Context: an optimization exercise on an open-source flow, tuned for small area. The choices shown serve that exercise and are no tape-out recipe. At most, simulation tests tie the RTL to the original design; equivalence was not proved. Only the layout flow was run in run 1; the RTL was not checked for function there. Power figures rest on the tool's default switching activity, not on a simulated workload.

## flow/config.mk

```make
export PLATFORM = sky130hd
export DESIGN_NAME = remimo_core
export DESIGN_NICKNAME = remimo_core
export VERILOG_FILES = /design/flow/design.v
export SDC_FILE = /design/flow/constraint.sdc
export NUM_CORES = 4
export LEC_CHECK = 0
export ABC_AREA = 1
export CAP_MARGIN = 0
export CORE_MARGIN = 2
export CORE_UTILIZATION = 50
export SLEW_MARGIN = 0
```

## flow/constraint.sdc

```tcl
create_clock -name core_clock -period 10.0 [get_ports {clk}]
set_input_delay 2.0000 -clock core_clock [delete_from_list [all_inputs] [get_ports {clk}]]
set_output_delay 2.0000 -clock core_clock [all_outputs]
set_load 0.01 [all_outputs]
```

## flow/design.v

```verilog
module remimo_core (
    input  wire        clk,
    input  wire        rst,         
    output wire        mem_req,
    output wire        mem_we,
    output wire [15:0] mem_addr,
    output wire [15:0] mem_wdata,
    input  wire        mem_ready,
    input  wire [15:0] mem_rdata,
    output wire        halted,
    output wire [1:0]  cause,       
    output wire [15:0] pc,
    output wire [15:0] r0,
    output wire [15:0] r1,
    output wire [15:0] r2,
    output wire [15:0] r3,
    output wire [3:0]  flags        
);
    localparam S_INIT  = 4'd0;
    localparam S_FETCH = 4'd1;
    localparam S_EXEC  = 4'd2;
    localparam S_P2    = 4'd4;
    localparam S_REST  = 4'd5;
    localparam S_LS1   = 4'd6;       
    localparam S_ACC   = 4'd14;      
    localparam S_HPC   = 4'd9;       
    localparam S_HOP   = 4'd10;      
    localparam S_HEA   = 4'd11;      
    reg [3:0]  state;
    reg [3:0]  cnt;
    reg [15:0] pc_q, t;
    reg [15:0] x0, x1, x2, x3;
    reg [1:0]  lrd, lrs;
    reg        c;                    
    reg        pcc;                  
    reg        fc, fn, fv, fz;
    wire init  = (state == S_INIT);
    wire fetch = (state == S_FETCH);
    wire exec  = (state == S_EXEC);
    wire acc   = (state[3:1] == 3'b111);
    wire lst   = state[0];           
    wire p2    = (state == S_P2);
    wire rest  = (state == S_REST);
    wire ls1   = (state[3:1] == 3'b011);
    wire [3:0] op     = t[15:12];
    wire       is_alu = (op[3:2] == 2'b00);
    wire       is_ls  = ls1;
    wire       is_sh  = (op == 4'd6);
    wire       is_mvi = (op == 4'd7);
    wire       is_b   = (op == 4'd8);
    wire       is_bc  = (op == 4'd9);
    wire       immf   = (lrd == lrs);
    wire       first  = (cnt == 4'd0);
    wire       lo     = ~cnt[3];           
    wire       end8   = &cnt[2:0];         
    reg [1:0] imm_d;
    always @(*) begin
        case (cnt[1:0])
            2'd0: imm_d = t[1:0];
            2'd1: imm_d = t[3:2];
            2'd2: imm_d = t[5:4];
            default: imm_d = t[7:6];
        endcase
    end
    reg [1:0] rd_o, rs_o;
    always @(*) begin
        case (lrd)
            2'd0: rd_o = x0[1:0];
            2'd1: rd_o = x1[1:0];
            2'd2: rd_o = x2[1:0];
            default: rd_o = x3[1:0];
        endcase
        case (lrs)
            2'd0: rs_o = x0[1:0];
            2'd1: rs_o = x1[1:0];
            2'd2: rs_o = x2[1:0];
            default: rs_o = x3[1:0];
        endcase
    end
    wire       sub    = (op[1:0] == 2'd3) & ~is_ls;
    wire [1:0] alu_b  = immf ? (cnt[2] ? 2'b00 : {imm_d[1] & (cnt[1:0] != 2'd3), imm_d[0]}) : rs_o;
    wire [1:0] add_a  = is_ls ? rs_o : rd_o;
    wire [1:0] add_b  = is_ls ? (cnt[2] ? 2'b00 : t[1:0]) : (sub ? ~alu_b : alu_b);
    wire       cin_r  = ~immf & t[5] & fc & ~is_ls;
    wire       c_in   = first ? (sub ? ~cin_r : cin_r) : c;
    wire       s_c1   = (add_a[0] & add_b[0]) | (c_in & (add_a[0] ^ add_b[0]));
    wire [1:0] s_sum;
    assign s_sum[0] = add_a[0] ^ add_b[0] ^ c_in;
    assign s_sum[1] = add_a[1] ^ add_b[1] ^ s_c1;
    wire       s_c2   = (add_a[1] & add_b[1]) | (s_c1 & (add_a[1] ^ add_b[1]));
    reg [1:0] alu_res;
    always @(*) begin
        case (op[1:0])
            2'd0: alu_res = rd_o & alu_b;
            2'd1: alu_res = rd_o | alu_b;
            default: alu_res = s_sum;
        endcase
    end
    wire alu_fo = ~immf & t[4];
    wire [2:0] sh_k    = t[3:1];
    wire       sh_b    = t[0];
    wire       sh_r    = t[6];
    wire       l_copy  = lo & (cnt[2:0] <= ~sh_k);
    wire [3:0] cnt_inc = cnt + 4'd1;
    wire [1:0] sh_src  = sh_r ? (lo ? rs_o : {2{t[5] & c}})
                              : (lo ? 2'b00 : rd_o);
    wire [1:0] sh_v    = sh_b ? {sh_src[0], c} : sh_src;
    wire [1:0] sh_wb   = (~sh_r & l_copy) ? rs_o : (t[7] ? ~sh_v : sh_v);
    wire [3:0] sh_cmp  = (sh_r & ~sh_b) ? cnt_inc : cnt;
    wire       sh_last = (sh_cmp == {1'b1, sh_k ^ {3{~sh_r}}});
    wire       sh_rs   = lo;
    wire       sh_c    = ~(~sh_r & l_copy) & sh_src[1];
    wire [1:0] mvi_d  = (cnt[2] == t[8]) ? imm_d : 2'b00;
    wire [1:0] mvi_wb = t[9] ? ~mvi_d : mvi_d;
    reg tk_base;
    always @(*) begin
        case (t[11:9])
            3'd0: tk_base = fz;
            3'd1: tk_base = fc;
            3'd2: tk_base = fn;
            3'd3: tk_base = fv;
            3'd4: tk_base = fc & ~fz;
            3'd5: tk_base = (fn == fv);
            3'd6: tk_base = ~fz & (fn == fv);
            default: tk_base = 1'b0;
        endcase
    end
    wire taken = tk_base ^ t[8];
    wire [1:0] off_d  = cnt[2] ? {2{t[7]}} : imm_d;
    wire [1:0] pa     = (p2 | rest) ? rd_o : pc_q[1:0];
    wire [1:0] pb     = (exec & is_bc & taken) ? off_d : 2'b00;
    wire       pci    = first ? ~rest : pcc;
    wire       p_c1   = (pa[0] & pb[0]) | (pci & (pa[0] ^ pb[0]));
    wire [1:0] p_sum;
    assign p_sum[0] = pa[0] ^ pb[0] ^ pci;
    assign p_sum[1] = pa[1] ^ pb[1] ^ p_c1;
    wire       p_c2   = (pa[1] & pb[1]) | (p_c1 & (pa[1] ^ pb[1]));
    reg        rd_en, rs_en, pc_en, t_sh, last;
    reg [1:0]  wb, pc_in;
    always @(*) begin
        rd_en = 1'b0;
        rs_en = 1'b0;
        pc_en = 1'b0;
        t_sh  = 1'b0;
        last  = 1'b0;
        wb    = 2'b00;
        pc_in = p_sum;
        if (exec) begin
            pc_en = lo;
            last  = end8;
            if (is_alu) begin
                rd_en = 1'b1;
                rs_en = 1'b1;
                wb    = alu_fo ? rd_o : alu_res;
            end else if (is_sh) begin
                rd_en = 1'b1;
                rs_en = sh_rs;
                wb    = sh_wb;
                last  = sh_last;
            end else if (is_mvi) begin
                rd_en = 1'b1;
                wb    = mvi_wb;
            end else if (is_b) begin
                pc_in = ~cnt[2] ? imm_d : cnt[1] ? 2'b00 : cnt[0] ? t[11:10] : t[9:8];
            end
        end else if (ls1) begin
            pc_en = 1'b1;
            rd_en = 1'b1;
            rs_en = 1'b1;
            t_sh  = 1'b1;
            wb    = pc_q[1:0];
            pc_in = s_sum;
            last  = end8;
        end else if (p2 | rest) begin
            rd_en = 1'b1;
            pc_en = 1'b1;
            t_sh  = 1'b1;
            wb    = t[1:0];
            last  = end8;
        end else if (init) begin
            pc_en = 1'b1;
            pc_in = 2'b00;
            last  = end8;
        end
    end
    wire en0 = init | (rd_en & (lrd == 2'd0)) | (rs_en & (lrs == 2'd0));
    wire en1 = init | (rd_en & (lrd == 2'd1)) | (rs_en & (lrs == 2'd1));
    wire en2 = init | (rd_en & (lrd == 2'd2)) | (rs_en & (lrs == 2'd2));
    wire en3 = init | (rd_en & (lrd == 2'd3)) | (rs_en & (lrs == 2'd3));
    wire [1:0] in0 = init ? 2'b00 : (rd_en & (lrd == 2'd0)) ? wb : x0[1:0];
    wire [1:0] in1 = init ? 2'b00 : (rd_en & (lrd == 2'd1)) ? wb : x1[1:0];
    wire [1:0] in2 = init ? 2'b00 : (rd_en & (lrd == 2'd2)) ? wb : x2[1:0];
    wire [1:0] in3 = init ? 2'b00 : (rd_en & (lrd == 2'd3)) ? wb : x3[1:0];
    always @(posedge clk) begin
        if (en0) x0 <= {in0, x0[15:2]};
        if (en1) x1 <= {in1, x1[15:2]};
        if (en2) x2 <= {in2, x2[15:2]};
        if (en3) x3 <= {in3, x3[15:2]};
        if (pc_en) pc_q <= {pc_in, pc_q[15:2]};
        if ((fetch & mem_ready) | (acc & mem_ready & ~lst))
            t <= mem_rdata;
        else if (t_sh)
            t <= {rd_o, t[15:2]};
        if (fetch & mem_ready) begin
            lrd <= mem_rdata[11:10];
            lrs <= mem_rdata[9:8];
        end
    end
    always @(posedge clk) begin
        if (exec & is_sh)
            c <= sh_c;
        else
            c <= s_c2;
        pcc <= p_c2;
    end
    always @(posedge clk) begin
        if (rst) begin
            fc <= 1'b0;
            fn <= 1'b0;
            fv <= 1'b0;
            fz <= 1'b0;
        end else if (exec & is_alu & t[7]) begin
            fz <= (first | fz) & (alu_res == 2'b00);
            if (last) begin
                fc <= op[1] & (s_c2 ^ sub);
                fn <= alu_res[1];
                fv <= op[1] & ~(add_a[1] ^ add_b[1]) & (add_a[1] ^ s_sum[1] ^ sub);
            end
        end
    end
    always @(posedge clk) begin
        cnt <= (~rst & (init | exec | ls1 | p2 | rest) & ~last) ? cnt_inc : 4'd0;
        if (rst) begin
            state   <= S_INIT;
        end else begin
            case (state)
                S_INIT, S_P2, S_REST, S_EXEC, S_LS1, S_LS1 + 4'd1: begin
                    if (last) begin
                        if (rest)
                            state <= S_HEA;
                        else if (ls1)
                            state <= s_c2 ? S_REST : {3'b111, lst};
                        else
                            state <= S_FETCH;
                    end
                end
                S_FETCH: begin
                    if (pc_q[15])
                        state <= S_HPC;
                    else if (mem_ready) begin
                        if (mem_rdata[15:12] > 4'd9)
                            state <= S_HOP;
                        else if (mem_rdata[15:13] == 3'b010)
                            state <= {3'b011, mem_rdata[12]};
                        else
                            state <= S_EXEC;
                    end
                end
                S_ACC, S_ACC + 4'd1: begin
                    if (mem_ready)
                        state <= S_P2;
                end
                default: ;    
            endcase
        end
    end
    assign mem_req   = (fetch & ~pc_q[15]) | acc;
    assign mem_we    = acc & lst;
    assign mem_addr  = pc_q;
    assign mem_wdata = t;
    assign halted = state[3] & ~state[2];
    assign cause  = state[1:0];
    assign pc     = pc_q;
    assign r0     = x0;
    assign r1     = x1;
    assign r2     = x2;
    assign r3     = x3;
    assign flags  = {fc, fn, fv, fz};
endmodule
```

## flow/flow/run.sh

```bash
#!/bin/bash
# The standard ORFS layout (standard.sh), built with these changes:
#  - synthesis: the standard flow's own synthesis script, but Yosys's abc maps the logic
#    with flow/area.abc (an area-oriented script) and adders are left to abc;
#    the registers, their names and cell types are those of the standard
#    synthesis.
#  - every port is buffered with the smallest buffer cell;
#  - the clock tree uses small buffers and no dummy loads.
# Each tool's output goes to its own log here and under orfs/logs.
set -euo pipefail
W=$PWD
export BUFFER_PORTS_ARGS="-buffer_cell sky130_fd_sc_hd__buf_1"
export CTS_ARGS="-sink_clustering_enable -repair_clock_nets -buf_list sky130_fd_sc_hd__clkbuf_4 -dont_use_dummy_load -sink_clustering_size 20 -sink_clustering_max_diameter 60"
{
  head -n 1 synth_recipe.tcl
  echo "proc abc {args} { set i [lsearch -exact \$args -script]; if {\$i >= 0} { lset args [expr {\$i + 1}] $W/flow/area.abc }; yosys abc {*}\$args }"
  tail -n +2 synth_recipe.tcl
} > flow_synth.tcl
sed "s#SYNTH_SCRIPT=[^ ]*#SYNTH_SCRIPT=$W/flow_synth.tcl ADDER_MAP_FILE=#" standard.sh > flow_standard.sh
bash flow_standard.sh > standard_flow.log 2>&1
```

## flow/flow/area.abc

```
strash
&get -n
&deepsyn -T 30
&put
&get -n
&dch -f
&nf -R 1000
&put
```

## flow/standard.sh

```bash
#!/bin/bash
# synth_recipe.tcl (not shown) runs the flow's synth.tcl, then flattens the netlist and writes it again
# the make line also repeats each setting of config.mk as NAME=value (left out here)
make -C /OpenROAD-flow-scripts/flow DESIGN_CONFIG=/design/flow/config.mk WORK_HOME=/design/flow/orfs CLKGATE_MAP_FILE= SYNTH_SCRIPT=/design/flow/synth_recipe.tcl "${@:-finish}"
```

==> results of run 1 <==
==> flip-flops by register name, indices dropped and copies added, names as in the netlist, 2 cells and up <==
| register | flops |
|---|---|
| pc_q | 16 |
| t | 16 |
| x0 | 16 |
| x1 | 16 |
| x2 | 16 |
| x3 | 16 |
| cnt | 4 |
| state | 4 |
| lrd | 2 |
| lrs | 2 |
==> worst max-delay path: cells and delay by family, from the launching register on <==
kind               cells  cell delay (ps)
DFF                    1              650
AOI/OAI and AO/OA      5             1800
and+or+nand+nor        8             1380
==> logic make-up after synthesis <==
| logic type | synth area share, % |
|---|---|
| muxes | 7.52 |
| and+or+nand+nor | 13.3 |
| DFF | 62.7 |
| AOI/OAI and AO/OA | 9.69 |
| buffers and inverters | 4.01 |
| xor gates and xnor gates | 2.84 |
==> through the flow <==
stage / std cells / utilization, %
final: 698 / 58.0
after global routing: 698 / 58.0
after CTS: 698 / 58.0
after detailed placement: 681 / 56.8
after global placement: 681 / 56.8
after floorplan: 424 / -
==> area by class of cell <==
cell class,instances,area share (%)
Timing Repair Buffer,145,9.55
Clock buffer,17,2.15
Sequential cell,114,55.3
Inverter,8,0.506
Multi-Input combinational cell,278,29.6
Tap cell,136,2.87
==> layout by cell type, fill, tap and decap left out, types with 4 or more instances in the layout <==
cell type,n
buf_1,139
edfxtp_1,100
nand2_1,45
nor2_1,41
mux2_1,21
a21oi_1,17
clkbuf_4,17
o21ai_0,16
nand3_1,14
dfxtp_1,14
nor3_1,11
xnor2_1,10
nand2b_1,9
mux2i_1,9
clkinv_1,8
nor2b_1,8
a31oi_1,7
xor2_1,7
buf_4,6
a22oi_1,5
nor4_1,5
o21ai_1,4
a211oi_1,4
==> per-layer routing <==
metal	up-vias	wire length (µm)
met5	-	0
met4	0	173
met3	17	1020
met2	185	5930
met1	1901	5840
li1	1854	-
==> final timing paths <==
path                            startpoint        to  slack [ps]  cells after the start
worst max register to register    state[2]  state[0]        6110                     13
worst max-delay path              state[2]  state[0]        6110                     13
worst min-delay path                x3[12]    x3[10]         440                      0
worst min register to register      x3[12]    x3[10]         440                      0
==> power by group <==
group	leakage [nW]	internal [W]	switching (W)	total (W)
Combinational	0.795	0.000247	0.000488	0.000735
Clock	0.0782	0.0000773	0.000134	0.000212
Sequential	1.11	0.000837	0.000164	0.00100
==> results.json, run 1 <==
{
  "status": "no timing/DRC/antenna violations",
  "final_hold_viol_count": 0,
  "ys_ff_latch": 114,
  "numPortBuffers": 139,
  "ys_seq_area_share_pct": 62.7,
  "nFillCells": 927,
  "drc_errors": 0,
  "hpwl_mm": 9.58,
  "wirelength_mm": 13.0,
  "fin_ws_ps": 6110,
  "slew_headroom_pct": 27.4,
  "finalPower_w": 0.00195,
  "setup_viol": 0,
  "leakagePower_nw": 1.98,
  "place_area_mm2": 0.00581,
  "cts_buffer_depth": 2,
  "finalInstanceArea_mm2": 0.00593,
  "worst-setup-path-type": "flop to flop",
  "tightest_slew_ps": 1080,
  "crit_top_cell": "nor2_1",
  "cp_slowest_cell": "dfxtp_1",
  "wl_per_cell_um": 18.6,
  "max_cap_viol_count": 0,
  "cp.required_ps": 10420,
  "startpoint_type": "flop",
  "num_vias": 3957,
  "grt_pass1_wl_mm": 19.5,
  "fin_nets": 583,
  "grt.met1_usage_pct": 32.5,
  "grt_use_met3_pct": 7.48,
  "synth_top_area_share_pct": 57.3,
  "power_density_mw_per_mm2": 328,
  "regArea_mm2": 0.00328,
  "gp_congestion": 0.922,
  "arrival_ps": 4300,
  "core-area_mm2": 0.0102,
  "ctsHoldBuffers": 0,
  "ios": 140,
  "post_cts_buffers": 0,
  "max_stage_delay_ps": 650,
  "synth_nets": 443,
  "synthTopCellsByArea": "edfxtp_1 57%, dfxtp_1 5.3%, mux2_1 4.5%, buf_4 3.4%, nand2_1 3.2%",
  "cp_max_fo": 16,
  "syn2layout_area_growth_pct": 13.3,
  "cts_root_buffer": "clkbuf_4",
  "critPathCaptureType": "flop",
  "die-area_mm2": 0.0113,
  "htreeDepth": 4,
  "cts_inserted_buffers": 17,
  "drt-pass1-iter-count": 5,
  "clk_latency_ps": 520,
  "fmax_ghz": 0.257,
  "mappedNetlistArea_mm2": 0.00524,
  "initial_utilization_pct": 51.2,
  "cts_resized": 0,
  "holdWs_ps": 442,
  "synth_area_per_cell_um2": 12.4,
  "pre_cts_ws_ps": 6210,
  "finalCriticalPeriod_ps": 3890,
  "syn_inst": 424,
  "grt_pass1_vias": 3668,
  "skew_ps": 37.7,
  "rsz0062_at_grt": "no",
  "overflow": 0,
  "setup_tns_ps": 0,
  "slew_violations": 0,
  "busiest_layer": "met2",
  "rows": 37,
  "antenna_left": 0,
  "antenna_cells": 0,
  "yosysMostFrequentCell": "edfxtp_1",
  "clk_pin_slew_worst_paths_ps": 80,
  "cts_tree": "yes",
  "antenna_found_initial": 0,
  "grt_max_degree": 19,
  "drt_iter0_drc": 284,
  "via_per_inst": 5.67,
  "synth.distinct_cells": 44,
  "holdCritPathClass": "flop to flop",
  "yosys_warnings": 1,
  "ys_async_sr_fraction_pct": 0,
  "synthTopCellsByCount": "100 x edfxtp_1, 45 x nand2_1, 41 x nor2_1",
  "path_cells": "nor2_1 > nor2_1 > nand2_1 > a211o_1 > nor2b_1 > nand2_1 > nor3_1 > nor2_1 > a22oi_1 > a21boi_0 > a21boi_0 > nor2_1 > a311oi_1",
  "peakVddDrop_mv": 0.172,
  "synth-edff-count": 100,
  "use_met2_pct": 34.9,
  "fp.dieH_um": 106,
  "synth_top_area_cell": "edfxtp_1",
  "layout-drive-gt1-share_pct": 4.98,
  "synthFlopType": "edfxtp_1",
  "clock_sinks": 114,
  "multi_input_area_mm2": 0.00176,
  "post-route-period-util_pct": 38.9,
  "grt_use_total_pct": 23.5,
  "fp.dieW_um": 106
}
==> run 2, diff against run 1 <==
--- a/flow/design.v
+++ b/flow/design.v
@@ -44,10 +44,10 @@
     wire ls1   = (state[3:1] == 3'b011);
     wire [3:0] op     = t[15:12];
-    wire       is_alu = (op[3:2] == 2'b00);
+    wire       is_alu = ~op[3] & ~op[2];
     wire       is_ls  = ls1;
-    wire       is_sh  = (op == 4'd6);
-    wire       is_mvi = (op == 4'd7);
-    wire       is_b   = (op == 4'd8);
-    wire       is_bc  = (op == 4'd9);
+    wire       is_sh  = op[2] & ~op[0];
+    wire       is_mvi = op[2] & op[0];
+    wire       is_b   = op[3] & ~op[0];
+    wire       is_bc  = op[3] & op[0];
     wire       immf   = (lrd == lrs);
     wire       first  = (cnt == 4'd0);
==> results.json, run 2 <==
{
  "final_common_cell": "buf_1",
  "initial_utilization_pct": 51.4,
  "mappedNetlistArea_mm2": 0.00529,
  "pwr-share-comb_pct": 40.1,
  "grt_pass1_vias": 3555,
  "ys_async_sr_fraction_pct": 0,
  "fmax_ghz": 0.248,
  "instances_no_fill": 704,
  "ys_seq_area_share_pct": 62.1,
  "setup_viol": 0,
  "ios": 140,
  "status": "no timing/DRC/antenna violations",
  "switching_share_pct": 41.3,
  "path_cells": "clkinv_1 > nor2_1 > nand2_1 > or2_0 > nand2_1 > buf_1",
  "drt-pass1-iter-count": 5,
  "rows": 37,
  "clk_latency_ps": 520,
  "fp.dieW_um": 107,
  "holdCritPathClass": "flop to flop",
  "slew_violations": 0,
  "cts_inserted_buffers": 17,
  "via_per_inst": 5.63,
  "gp_congestion": 0.927,
  "cp_slowest_cell": "dfxtp_1",
  "synth.distinct_cells": 46,
  "skew_ps": 33.4,
  "syn2layout_area_growth_pct": 13.2,
  "grt_use_total_pct": 22.3,
  "core-area_mm2": 0.0103,
  "worst-setup-path-type": "flop to output port",
  "synth-compound-area-share_pct": 10.5,
  "crit_top_cell": "nand2_1",
  "setup_tns_ps": 0,
  "wl_per_cell_um": 17.8,
  "cts_tree": "yes",
  "cellInternalPower_w": 0.00122,
  "tightest_slew_ps": 1030,
  "fp.dieH_um": 107,
  "die-area_mm2": 0.0114,
  "arrival_ps": 2040,
  "grt_max_degree": 18,
  "max_cap_viol_count": 0,
  "numPortBuffers": 139,
  "finalCriticalPeriod_ps": 4040,
  "clock_sinks": 114,
  "synth_top_family_by_area": "simple AND/OR/NAND/NOR gates",
  "synth-adder-area-share_pct": 0.568,
  "final_hold_viol_count": 0,
  "yosysMostFrequentCell": "edfxtp_1",
  "drt_iter0_drc": 307,
  "antenna_found_initial": 1,
  "leakagePower_nw": 2.02,
  "dp_cells": 686,
  "critPathCaptureType": "output port",
  "yosys_warnings": 1,
  "cts_root_buffer": "clkbuf_4",
  "clk_pin_slew_worst_paths_ps": 100,
  "power_density_mw_per_mm2": 346,
  "synth-edff-count": 100,
  "cp_max_fo": 7,
  "num_vias": 3963,
  "synthTopCellsByCount": "100 x edfxtp_1, 43 x nand2_1, 41 x nor2_1",
  "cp.buffers_inverters": 2,
  "p_clk_share_pct": 10.4,
  "synth_nets": 448,
  "hpwl_mm": 9.20,
  "wirelength_mm": 12.5,
  "ctsHoldBuffers": 0,
  "synthFlopType": "edfxtp_1",
  "synth_top_area_share_pct": 56.8,
  "rsz0062_at_grt": "no",
  "peakVddDrop_mv": 0.161,
  "cts_resized": 0,
  "synthTopCellsByArea": "edfxtp_1 57%, dfxtp_1 5.3%, mux2_1 4.3%, buf_4 3.4%, nand2_1 3.1%",
  "synth_area_per_cell_um2": 12.3,
  "final_cell_mix": "139 x buf_1, 100 x edfxtp_1, 43 x nand2_1",
  "htreeDepth": 4,
  "fin_nets": 588,
  "syn_inst": 429,
  "netSwitchingPower_w": 0.000854,
  "layout-drive-gt1-share_pct": 5.11,
  "pwr-share-seq_pct": 49.5,
  "drc_errors": 0,
  "overflow": 0,
  "startpoint_type": "flop",
  "max_stage_delay_ps": 500,
  "synthXorXnorAreaFrac_pct": 2.82,
  "cp_top_family": "simple AND/OR/NAND/NOR gates",
  "slew_headroom_pct": 30.8,
  "post_cts_buffers": 0,
  "synth_top_area_cell": "edfxtp_1",
  "antenna_left": 0,
  "cp.required_ps": 8000,
  "ys_ff_latch": 114,
  "grt_pass1_wl_mm": 18.9,
  "synthSimpleGateAreaFrac_pct": 12.3,
  "synth.area.mux_share_pct": 7.67,
  "post-route-period-util_pct": 40.4,
  "cts_buffer_depth": 2
}
[run 2: path summary, 6_finish.rpt]
kind             from       to  slack [ps]  cells after the start
min             x0[7]    x0[5]         450                      0
max reg2reg    lrs[0]   x0[15]        6540                     13
min reg2reg     x0[7]    x0[5]         450                      0
max          state[0]  mem_req        5960                      6
[run 2: final cells by class]
cell class	count	area, µm²
Timing Repair Buffer	145	567
Sequential cell	114	3280
Multi-Input combinational cell	281	1800
Tap cell	136	170
Antenna cell	1	2.50
Fill cell	918	4290
Inverter	10	37.5
Clock buffer	17	128
[run 2: power by group through the flow]
stage / Sequential [W] / Combinational (W) / Clock [W]
2_1_floorplan: 0.00108 / 0.000486 / 0
3_3_place_gp: 0.00103 / 0.000827 / 0
3_5_place_dp: 0.00104 / 0.000830 / 0
4_1_cts: 0.00103 / 0.000830 / 0.000228
5_1_grt: 0.00105 / 0.000909 / 0.000242
6_report: 0.00103 / 0.000830 / 0.000215
[run 2: stage by stage]
step	setup slack [ps]	hold WS [ps]	area (µm²)	total power, W	utilization [%]
finish	5960	453	5980	0.00207	58.2
global route	5820	460	5980	0.00220	58.2
CTS	5870	458	5980	0.00209	58.2
detailed placement	6310	431	5850	0.00187	57.0
global placement	6340	427	5850	0.00185	57.0
floorplan	5690	457	5290	0.00157	-
[run 2: logic make-up (layout without fill, tap and decap cells)]
kind of cell,Yosys count,count (layout)
XOR/XNOR,17,17
AO/OA/AOI/OAI,88,88
adder cells (fa/ha/maj),3,3
AND/OR/NAND/NOR,140,140
other,0,1
multiplexers,33,33
flip-flops,114,114
buffers and inverters,34,172
[run 2: routing by layer]
layer | GRT usage [%] | vias up | wire length (µm)
met4 | 11.1 | 0 | 235
met3 | 5.96 | 22 | 989
li1 | - | 1866 | -
met1 | 30.3 | 1877 | 5570
met5 | 0 | - | 0
met2 | 33.2 | 198 | 5750
==> run 3, diff against run 2 <==
==> flow/flow/run.sh (replaced) <==
#!/bin/bash
# The standard ORFS layout (standard.sh), built with these changes:
#  - synthesis: the standard flow's own synthesis script (synth_recipe.tcl), except that
#    Yosys's abc maps the logic with each of the area-oriented scripts
#    flow/a*.abc and keeps the smallest result (flow/abc_best.tcl), and
#    adders are left to abc. Registers, their names and cell types are
#    those of the standard synthesis.
#  - every port is buffered with the smallest buffer cell;
#  - the clock tree uses small buffers and no dummy loads.
# The flow's output goes to standard_flow.log here; each ORFS step keeps
# its own log under orfs/logs.
set -euo pipefail
W=$PWD
export BUFFER_PORTS_ARGS="-buffer_cell sky130_fd_sc_hd__buf_1"
export CTS_ARGS="-sink_clustering_enable -repair_clock_nets -buf_list sky130_fd_sc_hd__clkbuf_4 -dont_use_dummy_load -sink_clustering_size 20 -sink_clustering_max_diameter 60"
mkdir -p "$W/abc_best"
{
  head -n 1 synth_recipe.tcl
  echo "set ::abc_best_scripts [list $(ls "$W"/flow/a*.abc | tr '\n' ' ')]"
  echo "set ::abc_best_dir $W/abc_best"
  echo "source $W/flow/abc_best.tcl"
  tail -n +2 synth_recipe.tcl
} > flow_synth.tcl
sed "s#SYNTH_SCRIPT=[^ ]*#SYNTH_SCRIPT=$W/flow_synth.tcl ADDER_MAP_FILE=#" standard.sh > flow_standard.sh
bash flow_standard.sh > standard_flow.log 2>&1
==> flow/flow/a1.abc (new file) <==
strash
&get -n
&fraig -x
&put
scorr
dc2
dretime
strash
&get -n
&dch -f
&nf -R 1000
&put
==> flow/flow/a2.abc (new file) <==
strash
&get -n
&dch -f
&nf -R 1000
&put
==> flow/flow/a3.abc (new file) <==
strash
dc2
&get -n
&dch -f
&nf -R 1000
&put
==> flow/flow/a4.abc (new file) <==
strash
&get -n
&st
&syn2
&dch -f
&nf -R 1000
&put
==> flow/flow/a5.abc (new file) <==
strash
&get -n
&deepsyn -T 30 -S 1
&put
&get -n
&dch -f
&nf -R 1000
&put
==> flow/flow/a6.abc (new file) <==
strash
&get -n
&deepsyn -T 30 -S 7
&put
&get -n
&dch -f
&nf -R 1000
&put
==> flow/flow/a7.abc (new file) <==
strash
&get -n
&deepsyn -T 30 -S 13
&put
&get -n
&dch -f
&nf -R 1000
&put
==> flow/flow/a8.abc (new file) <==
strash
&get -n
&deepsyn -T 30 -S 21
&put
&get -n
&dch -f
&nf -R 1000
&put
==> flow/flow/a9.abc (new file) <==
strash
&get -n
&deepsyn -T 30 -S 1
&put
dch -f
amap
topo
==> flow/flow/a91.abc (new file) <==
strash
&get -n
&deepsyn -T 30 -S 5
&put
dch -f
amap
topo
==> flow/flow/a92.abc (new file) <==
strash
dch -f
amap
topo
==> flow/flow/abc_best.tcl (new file) <==
# Yosys's abc, run with each script in $::abc_best_scripts on the same
# design; the smallest mapped result (by liberty cell area) is kept. A
# result smaller than 90% of the first script's is taken as a failed
# mapping and skipped.
proc abc {args} {
  set lib ""
  set i [lsearch -exact $args -liberty]
  if {$i >= 0} { set lib [lindex $args [expr {$i + 1}]] }
  set s [lsearch -exact $args -script]
  yosys design -save abc_pre
  set best ""
  set best_area 1e18
  set k 0
  foreach script $::abc_best_scripts {
    yosys design -load abc_pre
    set a $args
    lset a [expr {$s + 1}] $script
    if {[catch {yosys abc {*}$a} err]} { puts "abc_best: $script failed: $err"; incr k; continue }
    set f $::abc_best_dir/abc_stat_$k.txt
    yosys tee -q -o $f stat -liberty $lib
    set fh [open $f r]; set txt [read $fh]; close $fh
    if {[regexp {Chip area for module [^:]*: ([0-9.eE+]+)} $txt -> area]} {
      puts "abc_best: [file tail $script] area $area"
      if {$k == 0} { set first_area $area }
      if {$k > 0 && $area < 0.9 * $first_area} {
        puts "abc_best: [file tail $script] skipped"
      } elseif {$area < $best_area} {
        set best_area $area
        set best $k
        yosys design -save abc_best_$k
      }
    }
    incr k
  }
  puts "abc_best: keeping result $best (area $best_area)"
  yosys design -load abc_best_$best
}
removed: flow/flow/area.abc
==> results.json, run 3 <==
{
  "final_hold_viol_count": 0,
  "synth.distinct_cells": 35,
  "synth_area_per_cell_um2": 10.6,
  "max_stage_delay_ps": 680,
  "cp_top_family": "compound AO/OA/AOI/OAI gates",
  "antenna_found_initial": 0,
  "fin_nets": 652,
  "rows": 37,
  "antenna_left": 0,
  "cp_max_fo": 14,
  "tightest_slew_ps": 920,
  "finalCriticalPeriod_ps": 4630,
  "num_vias": 4364,
  "mappedNetlistArea_mm2": 0.00521,
  "grt_pass1_vias": 4137,
  "final_cell_mix": "139 x buf_1, 100 x edfxtp_1, 74 x nor2_1",
  "grt_max_degree": 34,
  "antenna_cells": 0,
  "multi_input_area_mm2": 0.00149,
  "fin_ws_ps": 5370,
  "numPortBuffers": 139,
  "synth_top_area_cell": "edfxtp_1",
  "setup_viol": 0,
  "pre_cts_ws_ps": 5500,
  "ys_ff_latch": 114,
  "ys_async_sr_fraction_pct": 0,
  "grt_use_total_pct": 24.1,
  "path_cells": "clkinv_1 > nor2_1 > clkinv_1 > nor2_1 > clkinv_1 > o21ai_0 > nand2_1 > o21ai_0 > nand2_1 > o21ai_0 > a21o_1 > nor2_1 > nor2_1 > clkinv_1 > nor2_1 > a21oi_1 > o22ai_1 > nor2_1 > a211oi_1 > o22ai_1",
  "layout-drive-gt1-share_pct": 4.12,
  "drt-pass1-iter-count": 5,
  "cts_root_buffer": "clkbuf_4",
  "grt_pass1_wl_mm": 20.6,
  "synthTopCellsByCount": "100 x edfxtp_1, 74 x nor2_1, 70 x clkinv_1",
  "core-area_mm2": 0.0102,
  "post_cts_buffers": 0,
  "fp.dieW_um": 106,
  "gp_congestion": 1.00,
  "status": "no timing/DRC/antenna violations",
  "worst-setup-path-type": "flop to flop",
  "clk_latency_ps": 490,
  "ctsHoldBuffers": 0,
  "yosys_warnings": 1,
  "clk_pin_slew_worst_paths_ps": 100,
  "fp.dieH_um": 106,
  "holdCritPathClass": "flop to flop",
  "htreeDepth": 4,
  "leakagePower_nw": 1.92,
  "via_per_inst": 5.69,
  "max_cap_viol_count": 0,
  "synth_top_area_share_pct": 57.6,
  "cp.buffers_inverters": 4,
  "fmax_ghz": 0.216,
  "wl_per_cell_um": 17.5,
  "cp_slowest_cell": "nor2_1",
  "slew_violations": 0,
  "syn_inst": 491,
  "ys_seq_area_share_pct": 63.0,
  "rsz0062_at_grt": "no",
  "cts_inserted_buffers": 17,
  "cts_resized": 0,
  "setup_tns_ps": 0,
  "overflow": 0,
  "synthFlopType": "edfxtp_1",
  "drt_iter0_drc": 309,
  "peakVddDrop_mv": 0.172,
  "post-route-period-util_pct": 46.3,
  "wirelength_mm": 13.4,
  "die-area_mm2": 0.0113,
  "crit_top_cell": "nor2_1",
  "final_common_cell": "buf_1",
  "cts_tree": "yes",
  "arrival_ps": 4830,
  "ios": 140,
  "startpoint_type": "flop",
  "synth_nets": 510,
  "skew_ps": 29.2,
  "yosysMostFrequentCell": "edfxtp_1",
  "initial_utilization_pct": 51.0,
  "synthTopCellsByArea": "edfxtp_1 58%, dfxtp_1 5.4%, nor2_1 5.3%, clkinv_1 5.0%, o22ai_1 3.5%",
  "clock_sinks": 114,
  "synth-edff-count": 100,
  "regArea_mm2": 0.00328,
  "drc_errors": 0,
  "hpwl_mm": 10.1,
  "nFillCells": 921,
  "syn2layout_area_growth_pct": 13.5,
  "cts_buffer_depth": 2,
  "critPathCaptureType": "flop",
  "slew_headroom_pct": 38.2,
  "power_density_mw_per_mm2": 356,
  "cp.required_ps": 10200
}
run 3: area by class of cell:
class / count / share of cell area (%)
Sequential cell: 114 / 55.5
Multi-Input combinational cell: 283 / 25.2
Timing Repair Buffer: 147 / 9.83
Inverter: 70 / 4.44
Tap cell: 136 / 2.87
Clock buffer: 17 / 2.16
run 3: cells by family after synthesis:
kind of cell | share of synthesized area, %
compound gates | 17.4
simple gates | 11.1
flops | 63.0
buf+inv | 8.50
run 3: worst paths after layout:
path             from     end  slack [ps]  depth (start not counted)
min             x1[4]   x1[2]         430                          0
max          state[2]  x1[15]        5370                         20
min reg2reg     x1[4]   x1[2]         430                          0
max reg2reg  state[2]  x1[15]        5370                         20
run 3: worst register-to-register path, stage by stage (launching register included):
cell and delay (ps):
dfxtp_1 380, clkinv_1 140, nor2_1 240, clkinv_1 170, nor2_1 680, clkinv_1 290
o21ai_0 210, nand2_1 80, o21ai_0 80, nand2_1 70, o21ai_0 140, a21o_1 160
nor2_1 50, nor2_1 180, clkinv_1 160, nor2_1 130, a21oi_1 70, o22ai_1 270
nor2_1 90, a211oi_1 610, o22ai_1 160
run 3: power by group:
part / switching [W] / internal [W]
Clock: 0.000137 / 0.0000776
Sequential: 0.000141 / 0.000866
Combinational: 0.000624 / 0.000259
run 3: per-stage QoR:
step                hold slack, ps  util, %  cell area (µm²)  instances  power (W)
floorplan                      464        -             5210        491    0.00158
global placement               430     56.6             5790        750    0.00187
detailed placement             432     56.6             5790        750    0.00190
CTS                            435     57.9             5920        767    0.00212
global route                   446     57.9             5920        767    0.00225
finish                         432     57.9             5920        767    0.00210
run 3: metal layers:
layer / global-route usage [%] / vias up / part of all wire, %
met1: 31.3 / 2020 / 43
met5: 0 / - / 0
li1: - / 2068 / -
met3: 6.93 / 44 / 7.8
met2: 36.9 / 232 / 45
met4: 12.0 / 0 / 3.5
==> run 4, diff against run 3 <==
--- a/flow/flow/abc_best.tcl
+++ b/flow/flow/abc_best.tcl
@@ -1,6 +1,4 @@
 # Yosys's abc, run with each script in $::abc_best_scripts on the same
-# design; the smallest mapped result (by liberty cell area) is kept. A
-# result smaller than 90% of the first script's is taken as a failed
-# mapping and skipped.
+# design; the smallest mapped result (by liberty cell area) is kept.
 proc abc {args} {
   set lib ""
@@ -22,8 +20,5 @@
     if {[regexp {Chip area for module [^:]*: ([0-9.eE+]+)} $txt -> area]} {
       puts "abc_best: [file tail $script] area $area"
-      if {$k == 0} { set first_area $area }
-      if {$k > 0 && $area < 0.9 * $first_area} {
-        puts "abc_best: [file tail $script] skipped"
-      } elseif {$area < $best_area} {
+      if {$area < $best_area} {
         set best_area $area
         set best $k
removed: flow/flow/a9.abc
removed: flow/flow/a91.abc
removed: flow/flow/a92.abc
==> results.json, run 4 <==
{
  "status": "no timing/DRC/antenna violations",
  "peakVddDrop_mv": 0.200,
  "synth_nets": 432,
  "synth_top_area_share_pct": 57.4,
  "initial_utilization_pct": 51.1,
  "yosys_warnings": 1,
  "cp_top_family": "simple AND/OR/NAND/NOR gates",
  "fmax_ghz": 0.248,
  "hpwl_mm": 9.11,
  "path_cells": "clkinv_1 > nor4_1 > nand2b_1 > nand2_1 > buf_1",
  "synthTopCellsByCount": "100 x edfxtp_1, 44 x nor2_1, 37 x nand2_1",
  "wl_met3_mm": 1.08,
  "syn_inst": 413,
  "num_vias": 3891,
  "ys_seq_area_share_pct": 62.7,
  "htreeDepth": 4,
  "finalCriticalPeriod_ps": 4030,
  "ios": 140,
  "synth_area_per_cell_um2": 12.7,
  "grt_pass1_vias": 3563,
  "ctsHoldBuffers": 0,
  "skew_ps": 41.4,
  "leakagePower_nw": 2.00,
  "cts_root_buffer": "clkbuf_4",
  "synth-edff-count": 100,
  "wl_met2_mm": 5.40,
  "pre_cts_ws_ps": 6280,
  "antenna_cells": 0,
  "final_cell_mix": "139 x buf_1, 100 x edfxtp_1, 44 x nor2_1",
  "arrival_ps": 2030,
  "cts_buffer_depth": 2,
  "routed.top_layer": "met4",
  "fin_ws_ps": 5970,
  "wirelength_mm": 12.4,
  "fin_util_pct": 57.9,
  "worst-setup-path-type": "flop to output port",
  "gp_congestion": 0.894,
  "instances_no_fill": 687,
  "numPortBuffers": 139,
  "synthFlopType": "edfxtp_1",
  "die-area_mm2": 0.0113,
  "rsz0062_at_grt": "no",
  "synth.distinct_cells": 41,
  "ys_ff_latch": 114,
  "r2r_cells": 14,
  "setup_tns_ps": 0,
  "antenna_found_initial": 0,
  "grt_use_total_pct": 22.5,
  "cp_slowest_cell": "dfxtp_1",
  "startpoint_type": "flop",
  "cp.required_ps": 8000,
  "fp.dieW_um": 106,
  "overflow": 0,
  "fin_nets": 572,
  "layout-drive-gt1-share_pct": 5.26,
  "hold_depth": 0,
  "mappedNetlistArea_mm2": 0.00523,
  "cts_tree": "yes",
  "clock_sinks": 114,
  "multi_input_area_mm2": 0.00174,
  "antenna_left": 0,
  "cp_max_fo": 7,
  "holdCritPathClass": "flop to flop",
  "fp.dieH_um": 106,
  "wl_met1_mm": 5.68,
  "cp.buffers_inverters": 2,
  "critPathCaptureType": "output port",
  "tightest_slew_ps": 861,
  "max_cap_viol_count": 0,
  "synth_top_area_cell": "edfxtp_1",
  "drt_iter0_drc": 265,
  "drc_errors": 0,
  "syn2layout_area_growth_pct": 13.3,
  "via_per_inst": 5.66,
  "grt_max_degree": 19,
  "post_cts_buffers": 0,
  "clk_latency_ps": 510,
  "post-route-period-util_pct": 40.3,
  "rows": 37,
  "power_density_mw_per_mm2": 337,
  "setup_viol": 0,
  "wl_per_cell_um": 18.1,
  "cts_resized": 0,
  "max_stage_delay_ps": 480,
  "regArea_mm2": 0.00328,
  "slew_headroom_pct": 42.1,
  "drt-pass1-iter-count": 5,
  "path_depth": 5,
  "slew_violations": 0,
  "core-area_mm2": 0.0102,
  "holdWs_ps": 443,
  "yosysMostFrequentCell": "edfxtp_1",
  "grt_pass1_wl_mm": 18.8,
  "ys_async_sr_fraction_pct": 0,
  "dp_cells": 670,
  "clk_pin_slew_worst_paths_ps": 100,
  "final_hold_viol_count": 0,
  "synthTopCellsByArea": "edfxtp_1 57%, mux2_1 5.4%, dfxtp_1 5.4%, buf_4 3.4%, nor2_1 3.2%",
  "cts_inserted_buffers": 17,
  "nFillCells": 901,
  "final_common_cell": "buf_1"
}
## run 4: changes by cell type in the layout (fill, tap and decap cells not counted), moves of 7 or more
| cell | delta |
|---|---|
| clkinv_1 | -60 |
| nor2_1 | -30 |
| mux2_1 | +25 |
| o22ai_1 | -23 |
| a21oi_1 | -21 |
| nand2b_1 | +11 |
| o21ai_0 | -11 |
| nor3_1 | -10 |
| xnor2_1 | +10 |
| mux2i_1 | +7 |
## run 4: area by class of cell
type | instances | share of cell area, %
Clock buffer | 17 | 2.15
Multi-Input combinational cell | 265 | 29.4
Sequential cell | 114 | 55.4
Inverter | 10 | 0.633
Tap cell | 136 | 2.87
Timing Repair Buffer | 145 | 9.56
## run 4: kinds of logic (layout without fill, tap and decap cells)
kind of cell               count (synthesis)  after routing  synth area share (%)
DFF                                      114            114                  62.7
AOI/OAI and AO/OA                         80             80                  9.80
and+or+nand+nor                          128            128                  11.2
adders and majority gates                  5              5                 0.957
xor gates and xnor gates                  16             16                  2.68
buffers and inverters                     34            172                  4.16
muxes                                     36             36                  8.44
## run 4: power by group
part / switching [W] / leakage, nW / internal [W]
Clock: 0.000139 / 0.0782 / 0.0000773
Combinational: 0.000510 / 0.814 / 0.000273
Sequential: 0.000161 / 1.11 / 0.000839
Total: 0.000811 / 2.00 / 0.00119
## run 4: worst reg2reg max path: cells and delay by family, from the launching register on
| family | cells | cell delay [ps] |
|---|---|---|
| simple gates | 4 | 840 |
| mux | 3 | 800 |
| compound gates | 4 | 780 |
| flops | 1 | 610 |
| xor+xnor | 2 | 430 |
| buf+inv | 1 | 110 |
## run 4: per-stage QoR
step | cell area [µm²] | power (W)
floorplan | 5230 | 0.00151
global placement | 5800 | 0.00178
detailed placement | 5800 | 0.00180
CTS | 5930 | 0.00202
global route | 5930 | 0.00213
finish | 5930 | 0.00200
## run 4: worst paths after layout
path	from	to	slack (ps)
max reg2reg	state[1]	x2[15]	6200
max	state[0]	mem_req	5970
min reg2reg	x2[7]	x2[5]	440
min	x2[7]	x2[5]	440
## run 4: layer usage
metal,GRT usage [%],up-vias
li1,-,1825
met1,32.4,1850
met2,31.4,191
met3,6.99,25
met4,10.1,0
met5,0,-

[port drivers added, routing unchanged]
Ports are ideal in the flow. The routed layouts listed here were re-timed in OpenROAD. Step 1: set_driving_cell puts a clkbuf_16 on clk and a buf_2 on each other input, an assumption about the parent block. Step 2 times the ports against the registers' clock, not the clock port: input delays grow and output delays shrink by t, the midpoint of the rising clock arrivals with the driver on. a / b / c = ideal / step 1 / step 2; a / b = the first two.
run	t, ns	setup WS [ns]	worst setup path at the end	worst slew at a driven data input, ns	cell pins on the clock port's net
run 1	0.536	6.114 / 6.114 / 6.114	register to register	0.05	1
run 2	0.539	5.960 / 5.925 / 6.292	input to register	0.03	1
run 3	0.510	5.366 / 5.366 / 5.366	register to register	0.03	1
run 4	0.528	5.972 / 5.937 / 6.198	register to register	0.04	1
After both steps setup and hold are still met in every run listed.
